Background: an optimization exercise with open tools, aiming at small area, a short achievable clock period and few clock cycles. Do not read the settings as production practice. The RTL was checked by simulation tests, not by an equivalence proof against the original design. Power figures rest on the tool's default switching activity, not on a simulated workload.

==> flow/design.v <==
module ulz_decomp (
    input  wire        clk,
    input  wire        rst,         
    input  wire        start,       
    input  wire [15:0] in_len,      
    input  wire [15:0] out_cap,     
    output wire        ready,
    output reg         done,        
    output wire        ok,          
    output wire [15:0] result,      
    output wire        in_re,
    output wire [15:0] in_addr,
    input  wire [7:0]  in_rdata,
    output wire        out_we,
    output wire [15:0] out_waddr,
    output wire [7:0]  out_wdata,
    output wire        out_re,
    output wire [15:0] out_raddr,
    input  wire [7:0]  out_rdata
);
    localparam I_IDLE = 0;
    localparam I_INIT = 1;    
    localparam I_HRD  = 2;    
    localparam I_HW1  = 3;    
    localparam I_HW2  = 4;    
    localparam I_CAP  = 5;    
    localparam I_VC   = 6;    
    localparam I_C2   = 7;    
    localparam I_LIT  = 8;    
    localparam I_VA   = 9;    
    localparam I_VB   = 10;   
    localparam I_R1   = 11;   
    localparam I_REF  = 12;   
    localparam I_FIN  = 13;   
    localparam I_ESC  = 14;   
    localparam NS     = 15;
    reg [NS-1:0] st;
    reg          okr;
    wire s_idle = st[I_IDLE];
    wire s_init = st[I_INIT];
    wire s_hrd  = st[I_HRD];
    wire s_hw1  = st[I_HW1];
    wire s_hw2  = st[I_HW2];
    wire s_cap  = st[I_CAP];
    wire s_vc   = st[I_VC];
    wire s_c2   = st[I_C2];
    wire s_lit  = st[I_LIT];
    wire s_va   = st[I_VA];
    wire s_vb   = st[I_VB];
    wire s_r1   = st[I_R1];
    wire s_ref  = st[I_REF];
    wire s_fin  = st[I_FIN];
    wire s_esc  = st[I_ESC];
    reg [15:0] head;             
    reg [15:0] avail;            
    reg [15:0] fa;               
    reg [2:0]  cnt;
    reg        hbig;             
    reg [15:0] size;
    reg [15:0] rp;               
    reg [15:0] o;                
    reg [15:0] endp;             
    reg        endhi;            
    reg [15:0] src;              
    reg        offbad;           
    reg        fwd1, fwd2;       
    reg        fin;              
    reg [1:0]  ret;              
    reg [25:0] bb;               
    reg [4:0]  bn;               
    reg        fp;               
    reg        ibv;              
    reg [7:0]  ib;               
    reg        vvalid;
    reg [16:0] vval;             
    reg        vbig;             
    reg        vesc;             
    reg        vz;               
    reg [1:0]  vm;               
    reg        v1;               
    reg        lastq;            
    reg        ire;              
    reg [15:0] ia;               
    reg        fq;               
    reg        ore;              
    reg        pf;               
    reg        r1, r1lit;        
    reg        wv;               
    reg [7:0]  wd, wd2;          
    wire st_lit_rd = s_c2 | s_lit;
    wire st_ref_rd = s_r1 | s_ref;
    wire cons_port = s_init | s_hrd | st_lit_rd | (s_esc & !cnt[2]);
    wire mC  = s_ref & lastq & !fin;
    wire mA  = s_lit & lastq & !fin;
    wire vcx = s_vc | mC;
    wire vax = (s_va & !fin) | mA;
    wire s_v = vcx | vax | s_vb;
    wire take = (vvalid & !vesc & ((vcx & vz) | vax | s_vb)) | s_c2;
    wire [2:0] t  = bb[2:0];
    wire cA = !t[0];
    wire cB = (t[1:0] == 2'b01);
    wire cC = (t == 3'b011);
    wire have = cA ? (bn >= 5'd3) : cB ? (bn >= 5'd6) : cC ? (bn >= 5'd11) : (bn >= 5'd19);
    wire [4:0] k = cA ? 5'd3 : cB ? 5'd6 : cC ? 5'd11 : 5'd19;
    wire dec = !s_idle & (!vvalid | take) & have;
    wire [2:0] lr = bn[2:0];
    wire [1:0] m  = cA ? {1'b0, lr < 3'd3} :
                    cB ? {1'b0, lr < 3'd6} :
                    cC ? ((lr < 3'd3) ? 2'd2 : 2'd1) :
                         ((lr < 3'd3) ? 2'd3 : 2'd2);
    wire [16:0] valA = {15'd0, t[2:1]};
    wire [16:0] valB = {12'd0, ({1'b0, bb[5:3], t[2]} + 5'd4)};
    wire [16:0] valC = {8'd0, ({1'b0, bb[10:3]} + 9'd20)};
    wire [16:0] valD = {1'b0, bb[18:3]} + 17'd276;
    wire        escD = (bb[18:3] == 16'hFFFF);
    wire [25:0] bb_app = bb | (ibv ? ({18'd0, ib} << bn) : 26'd0);
    wire [4:0]  bn_app = bn + {1'b0, ibv, 3'b000};
    wire [15:0] head_nx = s_idle ? 16'd0 : cons_port ? head + 16'd1 : head;
    wire [15:0] fa_nx   = s_idle ? in_len : (s_init | fq) ? fa - 16'd1 : fa;
    wire [15:0] rp_inc = rp + 16'd1;
    wire        s_cp = s_lit | s_ref;
    wire [16:0] avx = ({17{s_vc | s_va | s_vb | s_cp}} & {15'd0, vm}) | ({17{s_c2}} & vval) |
                      {14'd0, s_esc, 1'b0, s_init | s_hrd};
    wire [17:0] av_d   = {2'b0, avail} - {1'b0, avx};
    wire        av_bad = av_d[17];
    wire [16:0] addb = s_vb ? ~vval : vval;
    wire [15:0] adda = s_cp ? endp : rp;
    wire [17:0] add1 = {2'b0, adda} + {1'b0, addb} + {17'd0, s_va | s_cp};
    wire [17:0] sub2 = {2'b0, size} + {1'b0, ~endhi, ~endp} + {17'd0, s_c2};
    wire        sub2_c = sub2[17];
    wire [16:0] e17  = {endhi, endp};
    wire [16:0] s17  = {1'b0, size};
    wire [16:0] inc_s = e17 ^ 17'd1 ^ s17;
    wire [16:0] inc_c = {((e17[15:0] & 16'd1) | ((e17[15:0] | 16'd1) & ~s17[15:0])), 1'b0};
    wire        eq_l  = (e17 == s17);
    wire        eq_r  = (inc_s == inc_c);
    wire        sub2_z = s_c2 ? eq_l : eq_r;
    wire        h_last  = !ib[7] || cnt[2];
    wire        h_bad   = cnt[2] && (ib[7:4] != 4'd0);
    wire last_lit = lastq;
    wire last_ref = lastq;
    wire [15:0] p1_s = rp ^ 16'd1 ^ endp;
    wire [15:0] p1_c = {(rp[14:0] & 15'd1) | ((rp[14:0] | 15'd1) & ~endp[14:0]), 1'b0};
    wire [15:0] p2_s = rp ^ 16'd2 ^ endp;
    wire [15:0] p2_c = {(rp[14:0] & 15'd2) | ((rp[14:0] | 15'd2) & ~endp[14:0]), 1'b0};
    wire        eq_p1 = (p1_s == p1_c);
    wire        eq_p2 = (p2_s == p2_c);
    wire slow_bad = (s_cap & (hbig | sub2_c)) |
                    (s_c2 & (av_bad | vbig | endhi | !sub2_c)) |
                    (s_r1 & (offbad | endhi | !sub2_c));
    wire av_lt_m = (avail[15:2] == 14'd0) && (avail[1:0] < vm);
    wire go_fail = pf |
                   ((s_init | s_hrd) & (avail == 16'd0)) |
                   (s_hw2 & h_bad) |
                   (s_v & vvalid & av_lt_m) |
                   (s_esc & (cnt == 3'd0) & (avail < 16'd4));
    wire go_ok   = (s_cap & !hbig & (size == 16'd0)) |
                   (s_fin & !r1 & !pf);
    wire esc_go   = s_v & vvalid & vesc;
    wire esc_back = s_esc & (cnt == 3'd5);
    wire [NS-1:0] nx;
    assign nx[I_IDLE] = (s_idle & !start) | go_fail | go_ok;
    assign nx[I_INIT] = s_idle & start;
    assign nx[I_HRD]  = s_hw2 & !h_last & !go_fail;
    assign nx[I_HW1]  = (s_init | s_hrd) & !go_fail;
    assign nx[I_HW2]  = s_hw1;
    assign nx[I_CAP]  = s_hw2 & h_last & !go_fail;
    assign nx[I_VC]   = (s_cap & !go_fail & !go_ok) |
                        (vcx & !vvalid & !go_fail) |
                        (esc_back & (ret == 2'd0));
    assign nx[I_C2]   = vcx & vvalid & !vesc & !vz & !go_fail;
    assign nx[I_LIT]  = ((s_c2 | s_lit) & !last_lit & !go_fail);
    assign nx[I_VA]   = (vcx & vvalid & !vesc & vz & !go_fail) |
                        (vax & !vvalid & !go_fail) |
                        (s_c2 & last_lit & !go_fail) |
                        (esc_back & (ret == 2'd1));
    assign nx[I_VB]   = (vax & vvalid & !vesc & !go_fail) |
                        (s_vb & !vvalid & !go_fail) |
                        (esc_back & (ret == 2'd2));
    assign nx[I_R1]   = s_vb & vvalid & !vesc & !go_fail;
    assign nx[I_REF]  = (s_r1 | (s_ref & !last_ref)) & !go_fail;
    assign nx[I_FIN]  = ((s_lit & last_lit & fin) |
                         (s_va & fin) |
                         (s_ref & last_ref & fin) |
                         (s_fin & r1)) & !go_fail;
    assign nx[I_ESC]  = (esc_go & !go_fail) | (s_esc & !esc_back & !go_fail);
    always @(posedge clk) begin
        if (rst) begin
            st   <= {{(NS-1){1'b0}}, 1'b1};
            ore  <= 1'b0;
            pf   <= 1'b0;
            done <= 1'b0;
            r1   <= 1'b0;
            wv   <= 1'b0;
        end else begin
            st   <= nx;
            ore  <= nx[I_R1] | nx[I_REF];
            pf   <= slow_bad & !go_fail;
            done <= go_fail | go_ok;
            r1   <= (st_lit_rd | st_ref_rd) & !go_fail;
            wv   <= r1 & !go_fail;
        end
    end
    always @(posedge clk) begin
        if (go_fail | go_ok)
            okr <= go_ok;
        if (r1) begin
            wd  <= r1lit ? in_rdata : fwd1 ? wd : fwd2 ? wd2 : out_rdata;
            wd2 <= wd;
        end
        r1lit <= st_lit_rd;
        if (s_idle)
            o <= 16'd0;
        else if (wv)
            o <= o + 16'd1;
        head <= head_nx;
        if (s_idle)
            avail <= in_len;
        else if (s_init | s_hrd | (s_v & vvalid) | s_c2 | (s_esc & (cnt == 3'd0)))
            avail <= av_d[15:0];
        if (s_idle)
            rp <= 16'd0;
        else if (st_lit_rd | st_ref_rd)
            rp <= rp_inc;
        if (s_idle | esc_go)
            cnt <= 3'd0;
        else if (s_hw2 | s_esc)
            cnt <= cnt + 3'd1;
        if (s_init | go_fail)
            size <= 16'd0;
        else if (s_hw2) begin
            case (cnt)
            3'd0: size[6:0]   <= ib[6:0];
            3'd1: size[13:7]  <= ib[6:0];
            3'd2: size[15:14] <= ib[1:0];
            default: ;
            endcase
        end
        if (s_idle)
            hbig <= 1'b0;
        else if (s_hw2)
            hbig <= hbig | (cnt == 3'd2 && ib[6:2] != 5'd0) |
                           (cnt == 3'd3 && ib[6:0] != 7'd0) |
                           (cnt == 3'd4 && ib[3:0] != 4'd0);
        if (s_idle) begin
            endp  <= out_cap;
            endhi <= 1'b0;
        end else if ((vcx | vax) & vvalid) begin
            endp  <= add1[15:0];
            endhi <= (add1[17:16] != 2'd0) | vbig;
        end
        if (s_vb & vvalid) begin
            src    <= add1[15:0];
            offbad <= !add1[17] | vbig;
            fwd1   <= vz;
            fwd2   <= v1;
        end else if (st_ref_rd)
            src <= src + 16'd1;
        lastq <= vcx ? v1 : st_lit_rd ? eq_p2 : eq_p1;
        if (s_idle)
            fin <= 1'b0;
        else if (s_c2 | s_r1)
            fin <= sub2_z;
        if (esc_go)
            ret <= {s_vb, vax};
    end
    wire cons_nx = (s_idle & start) | (s_hw2 & !h_last) |
                   (vcx & vvalid & !vesc & !vz) |
                   ((s_c2 | s_lit) & !last_lit) |
                   esc_go | (s_esc & (cnt < 3'd3));
    wire [1:0] pend = {1'b0, fq} + {1'b0, fp} + {1'b0, ibv};
    wire fill_nx = !s_idle & !cons_nx &
                   ((pend == 2'd0) ? (bn <= 5'd18) : (pend == 2'd1) ? (bn <= 5'd10) :
                    (pend == 2'd2) ? (bn <= 5'd2) : 1'b0);
    always @(posedge clk) begin
        ib  <= in_rdata;
        ibv <= fp & !s_idle;
        fp  <= fq & !s_idle;
        fq  <= fill_nx;
        ire <= cons_nx | fill_nx;
        ia  <= cons_nx ? head_nx : fa_nx;
        fa  <= fa_nx;
        if (s_idle) begin
            bb <= 26'd0;
            bn <= 5'd0;
        end else if (dec) begin
            bb <= cA ? (bb_app >> 3) : cB ? (bb_app >> 6) : cC ? (bb_app >> 11) : (bb_app >> 19);
            bn <= bn_app - k;
        end else begin
            bb <= bb_app;
            bn <= bn_app;
        end
        if (s_idle) begin
            vvalid <= 1'b0;
        end else if (dec) begin
            vvalid <= 1'b1;
            vval   <= cA ? valA : cB ? valB : cC ? valC : valD;
            vbig   <= 1'b0;
            vesc   <= !cA & !cB & !cC & escD;
            vz     <= cA & (t[2:1] == 2'b00);
            v1     <= cA & (t[2:1] == 2'b01);
            vm     <= m;
        end else begin
            if (take)
                vvalid <= 1'b0;
            if (s_v && vvalid)
                vm <= 2'd0;
            if (s_esc) begin
                case (cnt)
                3'd2: begin
                    vval[7:0] <= ib;
                    vz <= (ib == 8'd0);
                    v1 <= (ib == 8'd1);
                end
                3'd3: begin
                    vval[16:8] <= {1'b0, ib};
                    vbig <= 1'b0;
                    vz <= vz & (ib == 8'd0);
                    v1 <= v1 & (ib == 8'd0);
                end
                3'd4: begin
                    vbig <= (ib != 8'd0);
                    vz <= vz & (ib == 8'd0);
                    v1 <= v1 & (ib == 8'd0);
                end
                3'd5: begin
                    vesc <= 1'b0;
                    vbig <= vbig | (ib != 8'd0);
                    vz <= vz & (ib == 8'd0);
                    v1 <= v1 & (ib == 8'd0);
                end
                default: ;
                endcase
            end
        end
    end
    assign ready     = s_idle;
    assign ok        = okr;
    assign result    = size;
    assign in_re     = ire;
    assign in_addr   = ia;
    assign out_re    = ore;
    assign out_raddr = src;
    assign out_we    = wv;
    assign out_waddr = o;
    assign out_wdata = wd;
endmodule
==> flow/flow/run.sh <==
#!/bin/bash
set -euo pipefail
sed -e 's/SETUP_SLACK_MARGIN=[0-9.]*/SETUP_SLACK_MARGIN=7.1/' standard.sh > standard_margin.sh
bash standard_margin.sh > standard_margin.log 2>&1
==> flow/standard.sh <==
#!/bin/bash
# synth_recipe.tcl (not shown) runs the flow's synth.tcl, then flattens the netlist and writes it again
# the make line also repeats each setting of config.mk as NAME=value (left out here)
make -C /OpenROAD-flow-scripts/flow DESIGN_CONFIG=/design/flow/config.mk WORK_HOME=/design/flow/orfs CLKGATE_MAP_FILE= SYNTH_SCRIPT=/design/flow/synth_recipe.tcl "${@:-finish}"
==> flow/config.mk <==
export PLATFORM = sky130hd
export DESIGN_NAME = ulz_decomp
export DESIGN_NICKNAME = ulz_decomp
export VERILOG_FILES = /design/flow/design.v
export SDC_FILE = /design/flow/constraint.sdc
export NUM_CORES = 4
export LEC_CHECK = 0
export CAP_MARGIN = 20
export CORE_MARGIN = 2
export CORE_UTILIZATION = 60
export CTS_CLUSTER_DIAMETER = 100
export CTS_CLUSTER_SIZE = 22
export SETUP_SLACK_MARGIN = 5
export SLEW_MARGIN = 20
==> flow/constraint.sdc <==
create_clock -name core_clock -period 10.0 [get_ports {clk}]
set_input_delay 2.0000 -clock core_clock [delete_from_list [all_inputs] [get_ports {clk}]]
set_output_delay 2.0000 -clock core_clock [all_outputs]
set_load 0.01 [all_outputs]
==> summary.md, run 1 <==
| Metric | Value |
|---|---|
| Die height | `162.4 um` |
| Commonest cells after routing, fill and taps aside | `186 x nand2_1, 142 x nor2_1, 113 x dfxtp_1` |
| Data arrival, critical path | `between 1 and 1.5 ns` |
| Root Driver | `clkbuf_16` |
| NumNets Final | `1992` |
| Critical Path, Cell by Cell | `buf_6` |
| Initial antenna violation count | `0` |
| Dominant synthesized flop cell | `dfxtp_1` |
| N_diodes | `0` |
| Leak | `slightly above 7 nW` |
| Commonest non-fill, non-tap cell in the layout | `nand2_1` |
| Rel. slew slack | `37.93%` |
| #FFs+latches synth | `261` |
| Wire length per cell | `~20 um` |
| Largest cells by area after synthesis | `dfxtp_1 22%, edfxtp_1 19%, ha_1 8.1%, xor2_1 5.9%, nand2_1 4.7%` |
| Reg clk slew, reported paths | `0.10 ns` |
| Worst skew pair latency | `0.49 ns` |
| Worst-Margin Slew | `0.9310 ns` |
| Post-DP HPWL | `29160 um` |
| CTS sink cnt | `~260` |
| Kind of start point of the critical path | `flop` |
| Cts bufs inserted | `15` |
| Clk buf depth | `3` |
| Share of post-route cells with drive strength above 1 | `19.11%` |
| Worst-path cell with the longest stage delay | `edfxtp_1` |
| Top delay family on crit path | `flip-flops` |
| RSZ-0062 raised after global routing | `yes` |
| Synth cell types | `78` |
| Max-Cap Viols | `0` |
| Fmax | `between 0.3 and 0.4 GHz` |
| Post-CTS Hold Buffers | `0` |
| Outcome | `finished clean` |
| Final setup fails | `0` |
| Grt total ovfl | `0` |
| Pwr dens | `133.1 nW/um2` |
| Crit path kind | `flop to primary output` |
| Slew Viols, Final | `0` |
| Async set-reset flop share out of synthesis | `0%` |
| Hold Path Class | `flop to flop` |
| IO Pins | `129` |
| Row count | `between 50 and 60` |
| Min Clock Period, post-route | `3.080 ns` |
| Global-route wire length before repair | `67030 um` |
| EDFF count, synth | `93` |
| Starting Density | `61.53%` |
| Synth area leader | `dfxtp_1` |
| Total power | `2.404 mW` |
| Hold Vio Cnt, Final | `0` |
| Drt drc | `0` |
| CP Capture Type | `primary output` |
| Final hold slack | `0.4455 ns` |
| Yosys top cell area share | `~22%` |
| Crit path max fanout | `1` |
| DR pass1 iterations | `6` |
| IO buf count | `about 130` |
| Syn_nets | `1819` |
| Htree depth | `1` |
| Sequential area share after synthesis | `just over 40%` |
| Worst path bufs/invs | `1` |
| VDD IR max | `113.4 uV` |
| Yosys warnings | `1` |
| CP required | `8.00 ns` |
| Vias per cell | `6.076` |
| DIE AREA | `26370 um2` |
| Via Count | `approximately 13000` |
| P&R area growth vs syn | `19.96%` |
| GRT Overall Usage | `between 30% and 40%` |
| Core area | `24460 um2` |
| Fin crit share | `30.80%` |
| Vias in the first global route | `12680` |
| Die width | `162.4 um` |
| Largest net degree at the start of global routing | `71` |
| CTS tree | `built` |
| 1st-iter DRT viols | `1334` |
| Synthesized cell area | `15050 um2` |
| Final Skew | `between 0.015 and 0.02 ns` |
| GPL Wtd Cong | `0.9716` |
| Avg Cell Area, Syn | `9.034 um2` |
| Setup_tns | `0 ns` |
| Post-route ant nets | `0` |
| Mapped Cells | `1666` |
| Final WL | `42600 um` |
| Critical Path Max Stage Delay | `around 0.44 ns` |
[worst register-to-register path, cell delays in order (launching register included)]
cell	delay (ns)
dfxtp_4	0.37
buf_4	0.14
nor3_4	0.20
nand2_2	0.10
a22oi_2	0.20
ha_1	0.26
nor2b_4	0.14
o31ai_4	0.23
a211oi_2	0.13
o31a_1	0.27
a211o_1	0.31
a21oi_2	0.17
xor2_1	0.18
o21ai_1	0.08
[area by class of cell]
type | instances | area, um2
Multi-Input combinational cell | 1261 | 8655
Fill cell | 1836 | 6407
Sequential cell | 261 | 6285
Timing Repair Buffer | 233 | 2036
Clock buffer | 25 | 422.9
Tap cell | 324 | 405.4
Inverter | 67 | 251.5
[final timing paths]
path | from | endpoint | slack, ns | cells past startpoint
worst max register to register | st[12] | avail[15] | 6.96 | 13
worst min-delay path | st[3] | st[4] | 0.45 | 1
worst max-delay path | okr | ok | 6.92 | 1
worst min register to register | st[3] | st[4] | 0.45 | 1
[report_power, final]
group	switching (mW)	internal, mW
clock network	0.347	0.292
logic	0.293	0.236
registers	0.0735	1.16
total	0.713	1.69
[flip-flops by register name, indices dropped and copies added, names as in the netlist, 3 cells and up]
name and flops:
size 16, ib 8, vval 17, wd 8, avail 16, fa 16, wd2 8, bb 26
src 16, ia 16, head 16, bn 5, cnt 3, st 15, endp 16, rp 16
o 16
[cells in the mapped netlist, types with 6 or more instances]
cell type / count
a21oi_1: 82
o21ai_0: 116
xor2_1: 102
buf_1: 11
nand3_1: 46
a31oi_1: 13
o21ai_1: 20
edfxtp_1: 93
o21a_1: 10
or3_1: 18
nor3_1: 30
a221oi_1: 6
mux2i_1: 26
a211oi_1: 19
o22ai_1: 19
nor4_1: 15
o31ai_1: 19
and3_1: 12
ha_1: 98
nand4_1: 27
inv_1: 67
nor2b_1: 26
xnor2_1: 55
dfxtp_1: 168
buf_2: 12
nand2b_1: 26
clkbuf_1: 50
nor2_1: 144
a21o_1: 9
or2_2: 6
mux2_2: 26
nand2_1: 190
o221ai_1: 10
[metrics by stage]
stage | setup WS [ns] | util (%) | cell area (um2) | cells
floorplan | 6.845 | - | 15120 | 1666
global placement | 5.948 | 67.51 | 16510 | 2048
detailed placement | 5.935 | 67.51 | 16510 | 2048
CTS | 6.909 | 72.60 | 17760 | 2155
global route | 6.828 | 73.81 | 18050 | 2171
finish | 6.920 | 73.81 | 18050 | 2171
[cells by family after synthesis]
| group | Yosys count | synth area share, % |
|---|---|---|
| and+or+nand+nor | 575 | 18.16 |
| AOI/OAI and AO/OA | 370 | 15.18 |
| DFF | 261 | 40.90 |
| xor gates and xnor gates | 157 | 9.136 |
| buffers and inverters | 146 | 3.899 |
| adders and majority gates | 102 | 8.679 |
| muxes | 55 | 4.049 |
[layer usage]
metal | track usage, % | vias up | share of wire [%]
met3 | 3.514 | 83 | 6.6
met2 | 53.66 | 582 | 48
met1 | 42.96 | 6263 | 43
li1 | - | 6263 | -
met5 | 0 | - | 0
met4 | 9.010 | 0 | 2.6
[repair_timing]
item / 4_1_cts / 5_1_grt
resized for setup: 485 / 48
endpoints found under the setup margin: 210 / 144
cloned: 3 / 0
pin swaps: 34 / 21
buffers inserted: 79 / 16
Testbench counts, summed over its fixed seeds: cycles 261,657.
==> run 2: changes to the inputs <==
==> flow/flow/run.sh (replaced) <==
#!/bin/bash
set -euo pipefail
export BUFFER_PORTS_ARGS="-buffer_cell sky130_fd_sc_hd__buf_1"
sed -e 's/SETUP_SLACK_MARGIN=[0-9.]*/SETUP_SLACK_MARGIN=7.0/' standard.sh > standard_margin.sh
bash standard_margin.sh > standard_margin.log 2>&1
==> summary.md, run 2 <==
| Metric | Value |
|---|---|
| Top reg by flops | `bb (unchanged)` |
| Post-route ant nets | `0 (unchanged)` |
| Top delay family on crit path | `flip-flops (unchanged)` |
| Placed insts | `2048 (unchanged)` |
| Final cell count without fillers | `2158 (was 2171)` |
| Grt total ovfl | `0 (unchanged)` |
| Clk buf depth | `3 (unchanged)` |
| Reg clk slew, reported paths | `0.09 ns (was 0.10 ns)` |
| Fmax | `0.3235 GHz (was 0.3247 GHz)` |
| Critical Path End | `out_raddr[2] (was ok)` |
| Biggest regs | `bb (26), vval (17) (unchanged)` |
| IO buf count | `128 (unchanged)` |
| Synth cell types | `78 (unchanged)` |
| Sequential area share after synthesis | `40.90% (unchanged)` |
| Synth area leader | `dfxtp_1 (unchanged)` |
| Die height | `162.4 um (unchanged)` |
| Yosys warnings | `1 (unchanged)` |
| Total power | `2.414 mW (was 2.404 mW)` |
| Global-route wire length before repair | `66260 um (was 67030 um)` |
| Kind of start point of the critical path | `flop (unchanged)` |
| Avg Cell Area, Syn | `9.034 um2 (unchanged)` |
| # fillers | `1914 (was 1836)` |
| Syn_nets | `1819 (unchanged)` |
| Wire length per cell | `19.46 um (was 19.62 um)` |
| Row count | `57 (unchanged)` |
| N_diodes | `0 (unchanged)` |
| Async set-reset flop share out of synthesis | `0% (unchanged)` |
| Root Driver | `clkbuf_16 (unchanged)` |
| Critical Path, Cell by Cell | `clkbuf_2 (was buf_6)` |
| Worst-path cell with the longest stage delay | `edfxtp_1 (unchanged)` |
| Vias per cell | `6.039 (was 6.076)` |
| Max FFs per register | `26 (unchanged)` |
| Commonest non-fill, non-tap cell in the layout | `nand2_1 (unchanged)` |
| Final Skew | `0.02583 ns (was 0.01992 ns)` |
| Dominant synthesized flop cell | `dfxtp_1 (unchanged)` |
| Hold Vio Cnt, Final | `0 (unchanged)` |
| CP startpoint | `src[2] (was okr)` |
| Mapped Cells | `1666 (unchanged)` |
| Setup_tns | `0 ns (unchanged)` |
| Die width | `162.4 um (unchanged)` |
| Max-Cap Viols | `0 (unchanged)` |
| Share of post-route cells with drive strength above 1 | `16.79% (was 19.11%)` |
| Via Count | `13030 (was 13190)` |
| EDFF count, synth | `93 (unchanged)` |
| #FFs+latches synth | `261 (unchanged)` |
| Crit path max fanout | `3 (was 1)` |
| Instance count on the critical path | `1 (unchanged)` |
| Hold Path Class | `flop to flop (unchanged)` |
| DR pass1 iterations | `6 (unchanged)` |
| IO Pins | `129 (unchanged)` |
| Worst skew pair latency | `0.51 ns (was 0.49 ns)` |
| Most frequent cell after synthesis | `nand2_1 (unchanged)` |
| CP required | `8.00 ns (about the same)` |
| P&R area growth vs syn | `15.55% (was 19.96%)` |
| Final setup fails | `0 (unchanged)` |
| Largest cells by area after synthesis | `dfxtp_1 22%, edfxtp_1 19%, ha_1 8.1%, xor2_1 5.9%, nand2_1 4.7% (unchanged)` |
| Fin crit share | `30.91% (was 30.80%)` |
| FF-to-FF End | `endhi (was avail[15])` |
| Htree depth | `1 (unchanged)` |
| Worst reg2reg path startpoint | `st[8] (was st[12])` |
| Rel. slew slack | `35.96% (was 37.93%)` |
| VDD IR max | `143.1 uV (was 113.4 uV)` |
| RSZ-0062 raised after global routing | `yes (unchanged)` |
| DIE AREA | `26370 um2 (unchanged)` |
| 1st-iter DRT viols | `1224 (was 1334)` |
| CTS tree | `built (unchanged)` |
| GPL Wtd Cong | `0.9309 (was 0.9716)` |
| Outcome | `finished clean (unchanged)` |
| Leak | `6.818 nW (was 7.069 nW)` |
| Final WL | `41990 um (was 42600 um)` |
| Crit path kind | `flop to primary output (unchanged)` |
| Critical Path Max Stage Delay | `0.43 ns (was 0.44 ns)` |
| Synthesized cell area | `15050 um2 (unchanged)` |
| Core area | `24460 um2 (unchanged)` |
| Worst-Margin Slew | `0.9578 ns (was 0.9310 ns)` |
| Post-DP HPWL | `29380 um (was 29160 um)` |
| GRT Overall Usage | `31.44% (was 31.60%)` |
| Min Clock Period, post-route | `3.091 ns (was 3.080 ns)` |
| Commonest cells after routing, fill and taps aside | `187 x nand2_1, 142 x nor2_1, 124 x dfxtp_1 (was 186 x nand2_1, 142 x nor2_1, 113 x dfxtp_1)` |
| Pwr dens | `138.8 nW/um2 (was 133.1 nW/um2)` |
| Data arrival, critical path | `1.09 ns (was 1.08 ns)` |
| Cts bufs inserted | `16 (was 15)` |
| Largest net degree at the start of global routing | `95 (was 71)` |
| Reg2reg setup slack | `6.92 ns (was 6.96 ns)` |
| Yosys top cell area share | `22.35% (unchanged)` |
| NumNets Final | `1978 (was 1992)` |
| Synth top cells by count | `190 x nand2_1, 168 x dfxtp_1, 144 x nor2_1, 116 x o21ai_0, 102 x xor2_1 (unchanged)` |
| Slew Viols, Final | `0 (unchanged)` |
| Initial antenna violation count | `0 (unchanged)` |
| Reg2reg path depth | `14 (was 13)` |
| Drt drc | `0 (unchanged)` |
| Vias in the first global route | `12540 (was 12680)` |
| CTS sink cnt | `261 (unchanged)` |
| Starting Density | `61.53% (unchanged)` |
| CP Capture Type | `primary output (unchanged)` |
| Worst path bufs/invs | `1 (unchanged)` |
==> run 2: how the worst min path moves through the flow <==
stage / startpoint / endpoint / slack, ns / depth (start not counted)
2_1_floorplan: st[3] / st[4] / 0.41 / 1
3_3_place_gp: st[3] / st[4] / 0.42 / 1
3_5_place_dp: wd[6] / wd2[6] / 0.43 / 0
4_1_cts: wd[3] / wd2[3] / 0.45 / 0
5_1_grt: wd[3] / wd2[3] / 0.46 / 0
6_report: wd[3] / wd2[3] / 0.45 / 0
==> run 2: layer usage <==
layer	part of all wire (%)	track usage [%]	vias to the layer above
met5	0	0	-
met4	3.1	9.413	0
met3	5.8	3.871	98
met2	48	53.21	514
met1	43	42.46	6194
li1	-	-	6227
==> run 2: kinds of logic (layout without fill, tap and decap cells) <==
kind of cell / count (synthesis) / count (layout) / share of synthesized area (%)
compound gates: 370 / 370 / 15.18
xor+xnor: 157 / 157 / 9.136
fa+ha+maj: 102 / 102 / 8.679
buf+inv: 146 / 314 / 3.899
flops: 261 / 261 / 40.90
mux: 55 / 55 / 4.049
simple gates: 575 / 575 / 18.16
==> run 2: per-stage QoR <==
stage	instance area [um2]	hold WS [ns]	setup slack [ns]	utilization [%]
after floorplan	15100	0.4138	6.845	-
after global placement	15710	0.4200	6.254	64.21
after detailed placement	15710	0.4327	6.097	64.21
after CTS	17090	0.4491	6.863	69.84
after global routing	17390	0.4612	6.795	71.10
final	17390	0.4505	6.909	71.10
==> run 2: final cells by class <==
type / instances / area (um2) / share of cell area (%)
Timing Repair Buffer: 220 / 1436 / 8.259
Inverter: 67 / 251.5 / 1.446
Tap cell: 324 / 405.4 / 2.331
Sequential cell: 261 / 6274 / 36.07
Clock buffer: 24 / 451.7 / 2.597
Clock inverter: 3 / 28.78 / 0.1655
Multi-Input combinational cell: 1259 / 8544 / 49.13
==> run 2: what timing repair did <==
item / 4_1_cts / 5_1_grt
hold buffers: 0 / 0
resized for setup: 147 / 74
setup endpoints to repair: 172 / 123
buffers inserted: 64 / 17
pin swaps: 17 / 29
gates cloned: 2 / 0
==> run 2: power by group <==
part	switching, mW	leakage, nW	internal, mW	total, mW
Clock	0.375	0.234	0.322	0.697
Combinational	0.281	4.30	0.201	0.482
Sequential	0.0728	2.28	1.16	1.23
==> run 3: changes to the inputs <==
==> flow/flow/run.sh (replaced) <==
#!/bin/bash
set -euo pipefail
export BUFFER_PORTS_ARGS="-buffer_cell sky130_fd_sc_hd__buf_1"
sed -e 's/SETUP_SLACK_MARGIN=[0-9.]*/SETUP_SLACK_MARGIN=6.6/' standard.sh > standard_margin.sh
bash standard_margin.sh > standard_margin.log 2>&1
==> summary.md, run 3 <==
| Metric | Value |
|---|---|
| Placed insts | `2047 (was 2048)` |
| Core area | `24460 um2 (unchanged)` |
| Mapped Cells | `1666 (unchanged)` |
| Area fraction in compound gates after synthesis | `15.18% (unchanged)` |
| Setup_tns | `0 ns (unchanged)` |
| Grt total ovfl | `0 (unchanged)` |
| Slew Viols, Final | `0 (unchanged)` |
| Yosys top cell area share | `22.35% (unchanged)` |
| #FFs+latches synth | `261 (unchanged)` |
| Final setup fails | `0 (unchanged)` |
| Outcome | `finished clean (unchanged)` |
| Most frequent cell after synthesis | `nand2_1 (unchanged)` |
| Top reg by flops | `bb (unchanged)` |
| Largest cells by area after synthesis | `dfxtp_1 22%, edfxtp_1 19%, ha_1 8.1%, xor2_1 5.9%, nand2_1 4.7% (unchanged)` |
| Final core utilization | `66.38% (was 71.10%)` |
| Yosys warnings | `1 (unchanged)` |
| VDD IR max | `134.0 uV (was 143.1 uV)` |
| Global-route wire length before repair | `62730 um (was 66260 um)` |
| Die height | `162.4 um (unchanged)` |
| Synth Area in Adders | `8.679% (unchanged)` |
| Post-route ant nets | `0 (unchanged)` |
| Root Driver | `clkbuf_16 (unchanged)` |
| Dominant synthesized flop cell | `dfxtp_1 (unchanged)` |
| Worst skew pair latency | `0.51 ns (about the same)` |
| Fin crit share | `32.61% (was 30.91%)` |
| Commonest non-fill, non-tap cell in the layout | `nand2_1 (unchanged)` |
| Wire length per cell | `18.98 um (was 19.46 um)` |
| Largest net degree at the start of global routing | `84 (was 95)` |
| Min Clock Period, post-route | `3.261 ns (was 3.091 ns)` |
| Initial antenna violation count | `0 (unchanged)` |
| Data arrival, critical path | `3.50 ns (was 1.09 ns)` |
| Worst hold path depth | `0 (unchanged)` |
| Commonest cells after routing, fill and taps aside | `190 x nand2_1, 162 x dfxtp_1, 143 x nor2_1 (was 187 x nand2_1, 142 x nor2_1, 124 x dfxtp_1)` |
| CTS sink cnt | `261 (unchanged)` |
| Post-Synth Simple-Gate Area | `18.16% (unchanged)` |
| Synth cell types | `78 (unchanged)` |
| Hold Path Class | `flop to flop (unchanged)` |
| Post-CTS Hold Buffers | `0 (unchanged)` |
| Mux contribution to synthesized area | `4.049% (unchanged)` |
| Max FFs per register | `26 (unchanged)` |
| Synthesized cell area | `15050 um2 (unchanged)` |
| IO buf count | `128 (unchanged)` |
| Worst-Margin Slew | `1.022 ns (was 0.9578 ns)` |
| P&R area growth vs syn | `7.881% (was 15.55%)` |
| Avg Cell Area, Syn | `9.034 um2 (unchanged)` |
| Crit path kind | `flop to flop (was flop to primary output)` |
| GRT Overall Usage | `29.67% (was 31.44%)` |
| Vias per cell | `6.002 (was 6.039)` |
| Main combinational cell family by area after synthesis | `simple AND/OR/NAND/NOR gates (unchanged)` |
| Synth top cells by count | `190 x nand2_1, 168 x dfxtp_1, 144 x nor2_1, 116 x o21ai_0, 102 x xor2_1 (unchanged)` |
| Reg2reg path depth | `12 (was 14)` |
| Async set-reset flop share out of synthesis | `0% (unchanged)` |
| Reg2reg setup slack | `6.74 ns (was 6.92 ns)` |
| CP Capture Type | `flop (was primary output)` |
| IO Pins | `129 (unchanged)` |
| Row count | `57 (unchanged)` |
| Via Count | `12470 (was 13030)` |
| Post-synthesis xor/xnor area fraction | `9.136% (unchanged)` |
| RSZ-0062 raised after global routing | `no (was yes)` |
| Post-DP HPWL | `29380 um (about the same)` |
| DR pass1 iterations | `6 (unchanged)` |
| Reg clk slew, reported paths | `0.09 ns (about the same)` |
| Sequential area share after synthesis | `40.90% (unchanged)` |
| Share of post-route cells with drive strength above 1 | `5.191% (was 16.79%)` |
| Fmax | `0.3067 GHz (was 0.3235 GHz)` |
| Final hold slack | `0.4608 ns (was 0.4505 ns)` |
| Pwr dens | `146.5 nW/um2 (was 138.8 nW/um2)` |
| Hold Vio Cnt, Final | `0 (unchanged)` |
| Cts bufs inserted | `16 (unchanged)` |
| Rel. slew slack | `31.69% (was 35.96%)` |
| Kind of start point of the critical path | `flop (unchanged)` |
| 1st-iter DRT viols | `981 (was 1224)` |
| DIE AREA | `26370 um2 (unchanged)` |
| Drt drc | `0 (unchanged)` |
| Final cell count without fillers | `2078 (was 2158)` |
| Vias in the first global route | `11610 (was 12540)` |
| Starting Density | `61.53% (unchanged)` |
| Max-Cap Viols | `0 (unchanged)` |
| Leak | `6.052 nW (was 6.818 nW)` |
| NumNets Final | `1896 (was 1978)` |
| Crit path max fanout | `4 (was 3)` |
| CTS tree | `built (unchanged)` |
| Final Skew | `0.01352 ns (was 0.02583 ns)` |
| EDFF count, synth | `93 (unchanged)` |
| Clk buf depth | `3 (unchanged)` |
| GPL Wtd Cong | `0.9251 (was 0.9309)` |
| Total power | `2.379 mW (was 2.414 mW)` |
| Synth area leader | `dfxtp_1 (unchanged)` |
| Biggest regs | `bb (26), vval (17) (unchanged)` |
| Syn_nets | `1819 (unchanged)` |
| CP required | `10.24 ns (was 8.00 ns)` |
| Die width | `162.4 um (unchanged)` |
| Htree depth | `1 (unchanged)` |
| Final WL | `39440 um (was 41990 um)` |
[run 3: cell counts after synthesis]
Identical to the previous run, type by type.
[run 3: final timing paths]
path	from	endpoint
worst max-delay path	st[8]	avail[15]
worst max register to register	st[8]	avail[15]
worst min register to register	wd[3]	wd2[3]
worst min-delay path	wd[3]	wd2[3]
[run 3: per-stage QoR]
step           worst slack, ns  instance area, um2
4_1_cts                  6.600               16170
5_1_grt                  6.610               16230
6_report                 6.739               16240
3_5_place_dp             6.166               15670
3_3_place_gp             6.220               15670
2_1_floorplan            6.701               15050
[run 3: layer usage]
metal  vias up  track usage (%)  share of wire (%)
li1       6079                -                  -
met1      5966            41.94                 46
met2       375            50.25                 47
met3        53            2.215                4.9
met4         0            6.436                2.2
met5         -                0                  0
[run 3: repair_timing]
item / 4_1_cts / 5_1_grt
resized for setup: 6 / 13
setup buffers: 0 / 1
cloned: 0 / 1
pin swaps: 0 / 1
setup endpoints to repair: 14 / 40
[run 3: cells by family after synthesis]
group                      Yosys count
and+or+nand+nor                    575
AOI/OAI and AO/OA                  370
DFF                                261
xor gates and xnor gates           157
buffers and inverters              146
adders and majority gates          102
muxes                               55
[run 3: layout make-up]
class	instances	area [um2]
diodes	1	2.502
well taps	324	405.4
inverters	67	251.5
clock buffers	24	451.7
multi-input cells	1259	8363
flip-flops and latches	261	6171
fillers	2105	8225
repair buffers	138	560.5
clock inverters	4	31.28
[run 3: critical path: stages, from the launching register on]
cell	delay [ns]
dfxtp_1	0.37
nor3_2	0.29
nand2_1	0.16
a22oi_2	0.25
ha_1	0.28
nor2b_1	0.17
o31ai_4	0.28
a211oi_1	0.15
o31a_1	0.31
a211o_1	0.29
a21oi_1	0.20
xor2_1	0.19
o21ai_1	0.07
[run 3: where the power goes]
part | internal, mW | switching, mW | total [mW] | leakage, nW
sequential | 1.17 | 0.0764 | 1.24 | 2.26
clock | 0.322 | 0.373 | 0.695 | 0.237
combinational | 0.179 | 0.264 | 0.442 | 3.56
total | 1.67 | 0.713 | 2.38 | 6.05
==> run 4: changes to the inputs <==
--- a/flow/design.v
+++ b/flow/design.v
@@ -77,8 +77,6 @@
     reg        vesc;             
     reg        vz;               
     reg [1:0]  vm;               
-    reg        v1;               
-    reg        lastq;            
     reg        ire;              
     reg [15:0] ia;               
     reg        fq;               
@@ -90,12 +88,8 @@
     wire st_lit_rd = s_c2 | s_lit;
     wire st_ref_rd = s_r1 | s_ref;
     wire cons_port = s_init | s_hrd | st_lit_rd | (s_esc & !cnt[2]);
-    wire mC  = s_ref & lastq & !fin;
-    wire mA  = s_lit & lastq & !fin;
-    wire vcx = s_vc | mC;
-    wire vax = (s_va & !fin) | mA;
-    wire s_v = vcx | vax | s_vb;
-    wire take = (vvalid & !vesc & ((vcx & vz) | vax | s_vb)) | s_c2;
+    wire s_v       = s_vc | s_va | s_vb;
+    wire take = (vvalid & !vesc & ((s_vc & vz) | (s_va & !fin) | s_vb)) | s_c2;
     wire [2:0] t  = bb[2:0];
     wire cA = !t[0];
     wire cB = (t[1:0] == 2'b01);
@@ -118,33 +112,19 @@
     wire [15:0] head_nx = s_idle ? 16'd0 : cons_port ? head + 16'd1 : head;
     wire [15:0] fa_nx   = s_idle ? in_len : (s_init | fq) ? fa - 16'd1 : fa;
     wire [15:0] rp_inc = rp + 16'd1;
-    wire        s_cp = s_lit | s_ref;
-    wire [16:0] avx = ({17{s_vc | s_va | s_vb | s_cp}} & {15'd0, vm}) | ({17{s_c2}} & vval) |
+    wire [16:0] avx = ({17{s_v}} & {15'd0, vm}) | ({17{s_c2}} & vval) |
                       {14'd0, s_esc, 1'b0, s_init | s_hrd};
     wire [17:0] av_d   = {2'b0, avail} - {1'b0, avx};
     wire        av_bad = av_d[17];
     wire [16:0] addb = s_vb ? ~vval : vval;
-    wire [15:0] adda = s_cp ? endp : rp;
-    wire [17:0] add1 = {2'b0, adda} + {1'b0, addb} + {17'd0, s_va | s_cp};
+    wire [17:0] add1 = {2'b0, rp} + {1'b0, addb} + {17'd0, s_va};
     wire [17:0] sub2 = {2'b0, size} + {1'b0, ~endhi, ~endp} + {17'd0, s_c2};
     wire        sub2_c = sub2[17];
-    wire [16:0] e17  = {endhi, endp};
-    wire [16:0] s17  = {1'b0, size};
-    wire [16:0] inc_s = e17 ^ 17'd1 ^ s17;
-    wire [16:0] inc_c = {((e17[15:0] & 16'd1) | ((e17[15:0] | 16'd1) & ~s17[15:0])), 1'b0};
-    wire        eq_l  = (e17 == s17);
-    wire        eq_r  = (inc_s == inc_c);
-    wire        sub2_z = s_c2 ? eq_l : eq_r;
+    wire        sub2_z = (sub2[16:0] == 17'd0);
     wire        h_last  = !ib[7] || cnt[2];
     wire        h_bad   = cnt[2] && (ib[7:4] != 4'd0);
-    wire last_lit = lastq;
-    wire last_ref = lastq;
-    wire [15:0] p1_s = rp ^ 16'd1 ^ endp;
-    wire [15:0] p1_c = {(rp[14:0] & 15'd1) | ((rp[14:0] | 15'd1) & ~endp[14:0]), 1'b0};
-    wire [15:0] p2_s = rp ^ 16'd2 ^ endp;
-    wire [15:0] p2_c = {(rp[14:0] & 15'd2) | ((rp[14:0] | 15'd2) & ~endp[14:0]), 1'b0};
-    wire        eq_p1 = (p1_s == p1_c);
-    wire        eq_p2 = (p2_s == p2_c);
+    wire last_lit = (rp_inc == endp);
+    wire last_ref = (rp == endp);
     wire slow_bad = (s_cap & (hbig | sub2_c)) |
                     (s_c2 & (av_bad | vbig | endhi | !sub2_c)) |
                     (s_r1 & (offbad | endhi | !sub2_c));
@@ -152,11 +132,11 @@
     wire go_fail = pf |
                    ((s_init | s_hrd) & (avail == 16'd0)) |
                    (s_hw2 & h_bad) |
-                   (s_v & vvalid & av_lt_m) |
+                   (s_v & vvalid & !(s_va & fin) & av_lt_m) |
                    (s_esc & (cnt == 3'd0) & (avail < 16'd4));
     wire go_ok   = (s_cap & !hbig & (size == 16'd0)) |
                    (s_fin & !r1 & !pf);
-    wire esc_go   = s_v & vvalid & vesc;
+    wire esc_go   = s_v & vvalid & vesc & !(s_va & fin);
     wire esc_back = s_esc & (cnt == 3'd5);
     wire [NS-1:0] nx;
     assign nx[I_IDLE] = (s_idle & !start) | go_fail | go_ok;
@@ -166,15 +146,17 @@
     assign nx[I_HW2]  = s_hw1;
     assign nx[I_CAP]  = s_hw2 & h_last & !go_fail;
     assign nx[I_VC]   = (s_cap & !go_fail & !go_ok) |
-                        (vcx & !vvalid & !go_fail) |
+                        (s_vc & !vvalid & !go_fail) |
+                        (s_ref & last_ref & !fin & !go_fail) |
                         (esc_back & (ret == 2'd0));
-    assign nx[I_C2]   = vcx & vvalid & !vesc & !vz & !go_fail;
+    assign nx[I_C2]   = s_vc & vvalid & !vesc & !vz & !go_fail;
     assign nx[I_LIT]  = ((s_c2 | s_lit) & !last_lit & !go_fail);
-    assign nx[I_VA]   = (vcx & vvalid & !vesc & vz & !go_fail) |
-                        (vax & !vvalid & !go_fail) |
+    assign nx[I_VA]   = (s_vc & vvalid & !vesc & vz & !go_fail) |
+                        (s_va & !vvalid & !fin & !go_fail) |
                         (s_c2 & last_lit & !go_fail) |
+                        (s_lit & last_lit & !fin & !go_fail) |
                         (esc_back & (ret == 2'd1));
-    assign nx[I_VB]   = (vax & vvalid & !vesc & !go_fail) |
+    assign nx[I_VB]   = (s_va & vvalid & !fin & !vesc & !go_fail) |
                         (s_vb & !vvalid & !go_fail) |
                         (esc_back & (ret == 2'd2));
     assign nx[I_R1]   = s_vb & vvalid & !vesc & !go_fail;
@@ -216,7 +198,7 @@
         head <= head_nx;
         if (s_idle)
             avail <= in_len;
-        else if (s_init | s_hrd | (s_v & vvalid) | s_c2 | (s_esc & (cnt == 3'd0)))
+        else if (s_init | s_hrd | (s_v & vvalid & !(s_va & fin)) | s_c2 | (s_esc & (cnt == 3'd0)))
             avail <= av_d[15:0];
         if (s_idle)
             rp <= 16'd0;
@@ -245,7 +227,7 @@
         if (s_idle) begin
             endp  <= out_cap;
             endhi <= 1'b0;
-        end else if ((vcx | vax) & vvalid) begin
+        end else if ((s_vc | s_va) & vvalid) begin
             endp  <= add1[15:0];
             endhi <= (add1[17:16] != 2'd0) | vbig;
         end
@@ -253,19 +235,18 @@
             src    <= add1[15:0];
             offbad <= !add1[17] | vbig;
             fwd1   <= vz;
-            fwd2   <= v1;
+            fwd2   <= (vval == 17'd1);
         end else if (st_ref_rd)
             src <= src + 16'd1;
-        lastq <= vcx ? v1 : st_lit_rd ? eq_p2 : eq_p1;
         if (s_idle)
             fin <= 1'b0;
         else if (s_c2 | s_r1)
             fin <= sub2_z;
         if (esc_go)
-            ret <= {s_vb, vax};
+            ret <= {s_vb, s_va};
     end
     wire cons_nx = (s_idle & start) | (s_hw2 & !h_last) |
-                   (vcx & vvalid & !vesc & !vz) |
+                   (s_vc & vvalid & !vesc & !vz) |
                    ((s_c2 | s_lit) & !last_lit) |
                    esc_go | (s_esc & (cnt < 3'd3));
     wire [1:0] pend = {1'b0, fq} + {1'b0, fp} + {1'b0, ibv};
@@ -298,7 +279,6 @@
             vbig   <= 1'b0;
             vesc   <= !cA & !cB & !cC & escD;
             vz     <= cA & (t[2:1] == 2'b00);
-            v1     <= cA & (t[2:1] == 2'b01);
             vm     <= m;
         end else begin
             if (take)
@@ -307,27 +287,13 @@
                 vm <= 2'd0;
             if (s_esc) begin
                 case (cnt)
-                3'd2: begin
-                    vval[7:0] <= ib;
-                    vz <= (ib == 8'd0);
-                    v1 <= (ib == 8'd1);
-                end
-                3'd3: begin
-                    vval[16:8] <= {1'b0, ib};
-                    vbig <= 1'b0;
-                    vz <= vz & (ib == 8'd0);
-                    v1 <= v1 & (ib == 8'd0);
-                end
-                3'd4: begin
-                    vbig <= (ib != 8'd0);
-                    vz <= vz & (ib == 8'd0);
-                    v1 <= v1 & (ib == 8'd0);
-                end
+                3'd2: vval[7:0] <= ib;
+                3'd3: begin vval[16:8] <= {1'b0, ib}; vbig <= 1'b0; end
+                3'd4: vbig <= (ib != 8'd0);
                 3'd5: begin
                     vesc <= 1'b0;
+                    vz   <= (vval[15:0] == 16'd0) && !vbig && (ib == 8'd0);
                     vbig <= vbig | (ib != 8'd0);
-                    vz <= vz & (ib == 8'd0);
-                    v1 <= v1 & (ib == 8'd0);
                 end
                 default: ;
                 endcase
==> flow/flow/run.sh (replaced) <==
#!/bin/bash
set -euo pipefail
sed -e 's/SETUP_SLACK_MARGIN=[0-9.]*/SETUP_SLACK_MARGIN=7/' standard.sh > standard_margin.sh
bash standard_margin.sh > standard_margin.log 2>&1
--- a/flow/config.mk
+++ b/flow/config.mk
@@ -7,8 +7,6 @@
 export LEC_CHECK = 0
 export CAP_MARGIN = 20
 export CORE_MARGIN = 2
-export CORE_UTILIZATION = 60
-export CTS_CLUSTER_DIAMETER = 100
-export CTS_CLUSTER_SIZE = 22
+export CORE_UTILIZATION = 40
 export SETUP_SLACK_MARGIN = 5
 export SLEW_MARGIN = 20
==> summary.md, run 4 <==
| Metric | Value |
|---|---|
| Outcome | `finished clean (unchanged)` |
| N_diodes | `0 (was 1)` |
| Rel. slew slack | `31.06% (was 31.69%)` |
| Post-DP HPWL | `34260 um (was 29380 um)` |
| Synth cell types | `84 (was 78)` |
| EDFF count, synth | `92 (was 93)` |
| Max-Cap Viols | `0 (unchanged)` |
| Final core utilization | `50.88% (was 66.38%)` |
| Drt drc | `0 (unchanged)` |
| Yosys top cell area share | `21.91% (was 22.35%)` |
| Worst-path cell with the longest stage delay | `fa_2 (was dfxtp_1)` |
| CP required | `10.52 ns (was 10.24 ns)` |
| Synth top cells by count | `185 x nand2_1, 167 x dfxtp_1, 143 x nor2_1, 127 x o21ai_0, 100 x a21oi_1 (was 190 x nand2_1, 168 x dfxtp_1, 144 x nor2_1, 116 x o21ai_0, 102 x xor2_1)` |
| #FFs+latches synth | `259 (was 261)` |
| Root Driver | `clkbuf_16 (unchanged)` |
| Share of post-route cells with drive strength above 1 | `20.60% (was 5.191%)` |
| Total power | `3.249 mW (was 2.379 mW)` |
| Biggest regs | `bb (26), vval (17) (unchanged)` |
| GPL Wtd Cong | `0.9265 (was 0.9251)` |
| Core area | `37580 um2 (was 24460 um2)` |
| Vias in the first global route | `13130 (was 11610)` |
| Grt total ovfl | `0 (unchanged)` |
| Kind of start point of the critical path | `flop (unchanged)` |
| P&R area growth vs syn | `25.31% (was 7.881%)` |
| Post-route ant nets | `0 (unchanged)` |
| CTS sink cnt | `259 (was 261)` |
| Fin crit share | `32.05% (was 32.61%)` |
| Crit path kind | `flop to flop (unchanged)` |
| CP Capture Type | `flop (unchanged)` |
| Synthesized cell area | `15260 um2 (was 15050 um2)` |
| Most used cell, CP | `fa_2` |
| Min Clock Period, post-route | `3.205 ns (was 3.261 ns)` |
| Pwr dens | `169.9 nW/um2 (was 146.5 nW/um2)` |
| Final WL | `47780 um (was 39440 um)` |
| Data arrival, critical path | `3.72 ns (was 3.50 ns)` |
| Die width | `199.3 um (was 162.4 um)` |
| Cts bufs inserted | `31 (was 16)` |
| Largest cells by area after synthesis | `dfxtp_1 22%, edfxtp_1 18%, ha_1 5.3%, xor2_1 5.1%, nand2_1 4.6% (was dfxtp_1 22%, edfxtp_1 19%, ha_1 8.1%, xor2_1 5.9%, nand2_1 4.7%)` |
| Max FFs per register | `26 (unchanged)` |
| Avg Cell Area, Syn | `8.939 um2 (was 9.034 um2)` |
| Mapped Cells | `1707 (was 1666)` |
| Final setup fails | `0 (unchanged)` |
| Starting Density | `40.61% (was 61.53%)` |
| Hold Vio Cnt, Final | `0 (unchanged)` |
| Via Count | `13580 (was 12470)` |
| Worst-Margin Slew | `1.021 ns (was 1.022 ns)` |
| Synth area leader | `dfxtp_1 (unchanged)` |
| Most frequent cell after synthesis | `nand2_1 (unchanged)` |
| Global-route wire length before repair | `73200 um (was 62730 um)` |
| Clk buf depth | `3 (unchanged)` |
| Syn_nets | `1829 (was 1819)` |
| IO Pins | `129 (unchanged)` |
| Fmax | `0.3120 GHz (was 0.3067 GHz)` |
| Yosys warnings | `1 (unchanged)` |
| NumNets Final | `2010 (was 1896)` |
| Async set-reset flop share out of synthesis | `0% (unchanged)` |
| Vias per cell | `5.604 (was 6.002)` |
| Critical Path Max Stage Delay | `0.53 ns (was 0.37 ns)` |
| Reg clk slew, reported paths | `0.06 ns (was 0.09 ns)` |
| Final Skew | `0.01187 ns (was 0.01352 ns)` |
| Htree depth | `1 (unchanged)` |
| Initial antenna violation count | `0 (unchanged)` |
| RSZ-0062 raised after global routing | `yes (was no)` |
| Worst skew pair latency | `0.59 ns (was 0.51 ns)` |
| DR pass1 iterations | `5 (was 6)` |
| Post-CTS Hold Buffers | `0 (unchanged)` |
| Critical Path, Cell by Cell | `buf_8 -> clkinvlp_4 -> fa_2 -> fa_2 -> nand4_1 -> a2111oi_4 -> nand4b_1 -> or4_1 -> or4_4 -> o21ai_2 (was nor3_2 -> nand2_1 -> a22oi_2 -> ha_1 -> nor2b_1 -> o31ai_4 -> a211oi_1 -> o31a_1 -> a211o_1 -> a21oi_1 -> xor2_1 -> o21ai_1)` |
| Hold Path Class | `flop to flop (unchanged)` |
| Commonest cells after routing, fill and taps aside | `184 x nand2_1, 142 x nor2_1, 118 x o21ai_0 (was 190 x nand2_1, 162 x dfxtp_1, 143 x nor2_1)` |
| Setup_tns | `0 ns (unchanged)` |
| CTS tree | `built (unchanged)` |
| Crit path max fanout | `2 (was 4)` |
| # fillers | `3580 (was 2105)` |
| Dominant synthesized flop cell | `dfxtp_1 (unchanged)` |
| 1st-iter DRT viols | `797 (was 981)` |
| Wire length per cell | `19.71 um (was 18.98 um)` |
| Slew Viols, Final | `0 (unchanged)` |
| IO buf count | `128 (unchanged)` |
| Row count | `71 (was 57)` |
| Leak | `7.322 nW (was 6.052 nW)` |
| Final hold slack | `0.4446 ns (was 0.4608 ns)` |
| Die height | `199.3 um (was 162.4 um)` |
| GRT Overall Usage | `23.57% (was 29.67%)` |
| DIE AREA | `39720 um2 (was 26370 um2)` |
| Largest net degree at the start of global routing | `77 (was 84)` |
| VDD IR max | `139.2 uV (was 134.0 uV)` |
| Commonest non-fill, non-tap cell in the layout | `nand2_1 (unchanged)` |
| Sequential area share after synthesis | `40.02% (was 40.90%)` |
| Top reg by flops | `bb (unchanged)` |
run 4: per-stage QoR:
| step | area, um2 | cells | worst slack [ns] |
|---|---|---|---|
| floorplan | 15290 | 1707 | 6.992 |
| global placement | 16970 | 2280 | 5.766 |
| detailed placement | 16970 | 2280 | 5.713 |
| CTS | 18780 | 2409 | 6.736 |
| global route | 19120 | 2424 | 6.698 |
| finish | 19120 | 2424 | 6.795 |
run 4: repair_timing:
item / 4_1_cts / 5_1_grt
setup endpoints to repair: 206 / 118
cloned: 1 / 0
pin swaps: 21 / 25
setup buffers: 70 / 15
resized for setup: 471 / 59
run 4: layout make-up:
class	count	area [um2]	share of cell area, %
multi-input cells	1303	8891	46.50
well taps	511	639.4	3.344
clock inverters	7	85.08	0.4450
inverters	66	251.5	1.315
flip-flops and latches	259	6252	32.70
clock buffers	51	1016	5.314
repair buffers	227	1984	10.38
run 4: final timing paths:
kind,cells past startpoint,start,slack [ns],to
hold / removal,0,wd[5],0.44,wd2[5]
hold reg to reg,0,wd[5],0.44,wd2[5]
setup reg to reg,10,st[7],6.79,fin
setup / recovery,10,st[7],6.79,fin
run 4: logic make-up after synthesis:
kind of cell | after synthesis | share of synthesized area (%)
simple gates | 609 | 19.69
flops | 259 | 40.02
fa+ha+maj | 71 | 6.117
mux | 53 | 4.354
buf+inv | 145 | 3.829
compound gates | 417 | 17.21
xor+xnor | 153 | 8.782
run 4: worst max-delay path: cells and delay by family (launching register included):
| kind | cells | cell delay (ns) |
|---|---|---|
| adders and majority gates | 2 | 0.91 |
| buffers and inverters | 2 | 0.18 |
| and+or+nand+nor | 4 | 1.30 |
| AOI/OAI and AO/OA | 2 | 0.39 |
| DFF | 1 | 0.36 |
run 4: report_power, final:
part | internal [mW] | switching, mW
Clock | 0.721 | 0.471
Combinational | 0.303 | 0.459
Sequential | 1.18 | 0.115
run 4: per-layer routing:
metal / wire length [um] / part of all wire (%) / vias to the layer above / global-route usage [%]
met5: 0 / 0 / - / 0
li1: - / - / 6577 / -
met2: 22930 / 48 / 369 / 40.17
met1: 20930 / 44 / 6544 / 30.68
met4: 1576 / 3.3 / 0 / 8.043
met3: 2339 / 4.9 / 94 / 3.190
Testbench counts of run 4, summed over its fixed seeds: cycles 266,038.
==> run 5: changes to the inputs <==
==> flow/run.sh (new file) <==
#!/bin/bash
# synth_recipe.tcl (not shown) runs the flow's synth.tcl, then flattens the netlist and writes it again
# the make line also repeats each setting of config.mk as NAME=value (left out here)
make -C /OpenROAD-flow-scripts/flow DESIGN_CONFIG=/design/flow/config.mk WORK_HOME=/design/flow/orfs CLKGATE_MAP_FILE= SYNTH_SCRIPT=/design/flow/synth_recipe.tcl finish
removed: flow/flow/run.sh
removed: flow/standard.sh
==> summary.md, run 5 <==
| Metric | Value |
|---|---|
| Outcome | `finished clean (unchanged)` |
| CP Capture Type | `flop (unchanged)` |
| Clock Power Share | `35.7% (was 36.7%)` |
| Multi-input gate area | `8569 um2 (was 8891 um2)` |
| Largest cells by area after synthesis | `dfxtp_1 22%, edfxtp_1 18%, ha_1 5.3%, xor2_1 5.1%, nand2_1 4.6% (unchanged)` |
| CTS resizes | `0 (was 471)` |
| RSZ-0062 raised after global routing | `no (was yes)` |
| Worst-path cell with the longest stage delay | `dfxtp_1 (was fa_2)` |
| Final core utilization | `47.68% (was 50.88%)` |
| Final WL | `45520 um (was 47780 um)` |
| Global-route wire length before repair | `71330 um (was 73200 um)` |
| #FFs+latches synth | `259 (unchanged)` |
| Post-route ant nets | `0 (unchanged)` |
| Hold Vio Cnt, Final | `0 (unchanged)` |
| Largest net degree at the start of global routing | `77 (unchanged)` |
| P&R area growth vs syn | `17.42% (was 25.31%)` |
| Psw | `0.9984 mW (was 1.044 mW)` |
| N_diodes | `0 (unchanged)` |
| DIE AREA | `39720 um2 (unchanged)` |
| NumNets Final | `1920 (was 2010)` |
| VDD IR max | `114.1 uV (was 139.2 uV)` |
| Hold Path End | `st[4] (was wd2[5])` |
| Worst skew pair latency | `0.57 ns (was 0.59 ns)` |
| Kind of start point of the critical path | `flop (unchanged)` |
| Max FFs per register | `26 (unchanged)` |
| Fin crit share | `39.97% (was 32.05%)` |
| Data arrival, critical path | `4.27 ns (was 3.72 ns)` |
| Vias per cell | `5.639 (was 5.604)` |
| CTS tree | `built (unchanged)` |
| Reg2reg setup slack | `6.00 ns (was 6.79 ns)` |
| Fmax | `0.2502 GHz (was 0.3120 GHz)` |
| Grt total ovfl | `0 (unchanged)` |
| Drt drc | `0 (unchanged)` |
| Post-CTS setup buffers | `0 (was 70)` |
| Part of the power in registers | `41.4% (was 39.9%)` |
| Dominant synthesized flop cell | `dfxtp_1 (unchanged)` |
| Top reg by flops | `bb (unchanged)` |
| Wire length per cell | `19.53 um (was 19.71 um)` |
| Die height | `199.3 um (unchanged)` |
| Critical Path, Cell by Cell | `xor2_1 -> fa_1 -> a211oi_1 -> nor3_1 -> o41ai_1 -> a21oi_1 -> a311oi_1 -> xor2_1 -> o21ai_0 (was buf_8 -> clkinvlp_4 -> fa_2 -> fa_2 -> nand4_1 -> a2111oi_4 -> nand4b_1 -> or4_1 -> or4_4 -> o21ai_2)` |
| Max-Cap Viols | `0 (unchanged)` |
| Die width | `199.3 um (unchanged)` |
| Leak | `6.568 nW (was 7.322 nW)` |
| Final Skew | `0.01392 ns (was 0.01187 ns)` |
| Most frequent cell after synthesis | `nand2_1 (unchanged)` |
| Post-DP HPWL | `33940 um (was 34260 um)` |
| Min Clock Period, post-route | `3.997 ns (was 3.205 ns)` |
| Sequential area share after synthesis | `40.02% (unchanged)` |
| FF-to-FF End | `src[13] (was fin)` |
| 1st-iter DRT viols | `1005 (was 797)` |
| Async set-reset flop share out of synthesis | `0% (unchanged)` |
| Worst reg2reg path startpoint | `st[10] (was st[7])` |
| Synth cell types | `84 (unchanged)` |
| DR pass1 iterations | `5 (unchanged)` |
| Top delay family on crit path | `compound AO/OA/AOI/OAI gates (was simple AND/OR/NAND/NOR gates)` |
| Final setup fails | `0 (unchanged)` |
| Cts bufs inserted | `29 (was 31)` |
| Root Driver | `clkbuf_16 (unchanged)` |
| Hold path start | `st[3] (was wd[5])` |
| Initial antenna violation count | `0 (unchanged)` |
| Htree depth | `1 (unchanged)` |
| Pwr dens | `175.2 nW/um2 (was 169.9 nW/um2)` |
| Synth area leader | `dfxtp_1 (unchanged)` |
| Via Count | `13140 (was 13580)` |
| Crit path kind | `flop to flop (unchanged)` |
| Vias in the first global route | `12970 (was 13130)` |
| Crit path max fanout | `22 (was 2)` |
| IO Pins | `129 (unchanged)` |
| CP required | `10.27 ns (was 10.52 ns)` |
| Sw Ratio | `31.81% (was 32.14%)` |
| Avg Cell Area, Syn | `8.939 um2 (unchanged)` |
| Rel. slew slack | `32.57% (was 31.06%)` |
| Synthesized cell area | `15260 um2 (unchanged)` |
| IO buf count | `128 (unchanged)` |
| Commonest non-fill, non-tap cell in the layout | `nand2_1 (unchanged)` |
| Synth top cells by count | `185 x nand2_1, 167 x dfxtp_1, 143 x nor2_1, 127 x o21ai_0, 100 x a21oi_1 (unchanged)` |
| Worst hold path depth | `1 (was 0)` |
| Setup_tns | `0 ns (unchanged)` |
| Final cell count without fillers | `2330 (was 2424)` |
| Slew Viols, Final | `0 (unchanged)` |
| Clk buf depth | `3 (unchanged)` |
| Biggest regs | `bb (26), vval (17) (unchanged)` |
| # fillers | `3638 (was 3580)` |
| Worst-Margin Slew | `1.009 ns (was 1.021 ns)` |
| Starting Density | `40.61% (unchanged)` |
| Comb power frac | `22.8% (was 23.5%)` |
| Most used cell, CP | `xor2_1 (was fa_2)` |
| Syn_nets | `1829 (unchanged)` |
| Core area | `37580 um2 (unchanged)` |
| Commonest cells after routing, fill and taps aside | `185 x nand2_1, 166 x dfxtp_1, 143 x nor2_1 (was 184 x nand2_1, 142 x nor2_1, 118 x o21ai_0)` |
| CTS sink cnt | `259 (unchanged)` |
| Yosys top cell area share | `21.91% (unchanged)` |
| Hold Path Class | `flop to flop (unchanged)` |
| Row count | `71 (unchanged)` |
| Register area | `6110 um2 (was 6252 um2)` |
| Post-CTS Hold Buffers | `0 (unchanged)` |
| Internal | `2.141 mW (was 2.205 mW)` |
| Mapped Cells | `1707 (unchanged)` |
| Share of post-route cells with drive strength above 1 | `6.047% (was 20.60%)` |
| Reg2reg path depth | `9 (was 10)` |
| Yosys warnings | `1 (unchanged)` |
| Critical Path Max Stage Delay | `0.95 ns (was 0.53 ns)` |
| GRT Overall Usage | `22.88% (was 23.57%)` |
| EDFF count, synth | `92 (unchanged)` |
| Reg clk slew, reported paths | `0.06 ns (about the same)` |
| Placed insts | `2278 (was 2280)` |
| GPL Wtd Cong | `0.9480 (was 0.9265)` |
| Worst path bufs/invs | `0 (was 2)` |
-- run 5: worst register-to-register path: stages, from the launching register on --
cell and delay (ns):
dfxtp_1 0.95, xor2_1 0.18, fa_1 0.44, a211oi_1 0.36
nor3_1 0.14, o41ai_1 0.64, a21oi_1 0.21, a311oi_1 0.45
xor2_1 0.22, o21ai_0 0.10
-- run 5: worst max path at each step --
stage / from / end / slack, ns / cells after the start
6_report: st[10] / src[13] / 6.00 / 9
5_1_grt: st[10] / src[13] / 5.62 / 9
4_1_cts: st[10] / src[13] / 6.03 / 9
3_5_place_dp: start / ia[2] / 5.81 / 6
3_3_place_gp: start / ia[0] / 5.81 / 6
2_1_floorplan: st[10] / src[13] / 6.56 / 11
-- run 5: power groups by stage --
stage | registers, mW | clock network [mW] | logic [mW]
finish | 1.30 | 1.12 | 0.716
global route | 1.31 | 1.18 | 0.788
CTS | 1.30 | 1.14 | 0.709
detailed placement | 1.32 | 0 | 0.702
global placement | 1.32 | 0 | 0.697
floorplan | 1.26 | 0 | 0.526
-- run 5: metrics by stage --
stage               setup WS, ns  power [mW]  area [um2]  hold WS, ns
global placement           5.813       2.019       16930       0.4284
floorplan                  6.562       1.782       15260       0.4138
global route               5.618       3.282       17920       0.4722
finish                     6.003       3.139       17920       0.4489
detailed placement         5.807       2.025       16930       0.4289
CTS                        6.029       3.150       17910       0.4522
-- run 5: cells by family (layout without fill, tap and decap cells) --
kind of cell	after synthesis	after routing	synth area share, %
simple gates	609	609	19.69
buf+inv	145	257	3.829
compound gates	417	417	17.21
mux	53	53	4.354
fa+ha+maj	71	71	6.117
xor+xnor	153	153	8.782
flops	259	259	40.02
-- run 5: area by class of cell --
| class | count | area share (%) |
|---|---|---|
| clock buffer | 40 | 4.588 |
| tap | 511 | 3.569 |
| multi-input combinational | 1303 | 47.83 |
| timing repair buffer | 139 | 7.612 |
| clock inverter | 12 | 0.9149 |
| inverter | 66 | 1.383 |
| sequential | 259 | 34.10 |
-- run 5: layer usage --
| metal | up-vias | GRT usage (%) | share of wire [%] |
|---|---|---|---|
| li1 | 6377 | - | - |
| met4 | 0 | 8.043 | 3.2 |
| met3 | 92 | 3.629 | 5.3 |
| met2 | 388 | 38.62 | 48 |
| met5 | - | 0 | 0 |
| met1 | 6282 | 29.66 | 44 |

[port drivers added, routing unchanged]
The flow's constraints put no driver on any port. The routed layouts listed below were extracted and timed again, unchanged, in two steps.
Step 1: set_driving_cell puts a clkbuf_16 on clk and a buf_2 on each other input, an assumption about the parent block.
Step 2 moves the port delays by t, midway between the first and last clock arrival at a register: inputs arrive t later, outputs are due t later. That takes back most of the time a late clock gives input paths.
Slacks: ideal ports / drivers / drivers and shift; pairs: ideal ports / drivers.
run	shift t [ns]	setup WS [ns]	worst register clock-pin slew, ns	worst slew at a driven data input, ns
run 1	0.533	6.920 / 6.870 / 6.600	0.10 / 0.10	0.04
run 2	0.548	6.909 / 6.859 / 6.660	0.10 / 0.10	0.06
run 3	0.549	6.739 / 6.739 / 6.342	0.09 / 0.09	0.07
run 4	0.640	6.795 / 6.762 / 6.511	0.06 / 0.06	0.05
run 5	0.617	6.003 / 6.003 / 6.003	0.07 / 0.07	0.06
After both steps setup and hold are still met in every run listed. For run 3, which loses most, drivers alone change the setup slack by 0.000 ns; drivers and shift together by -0.397 ns.
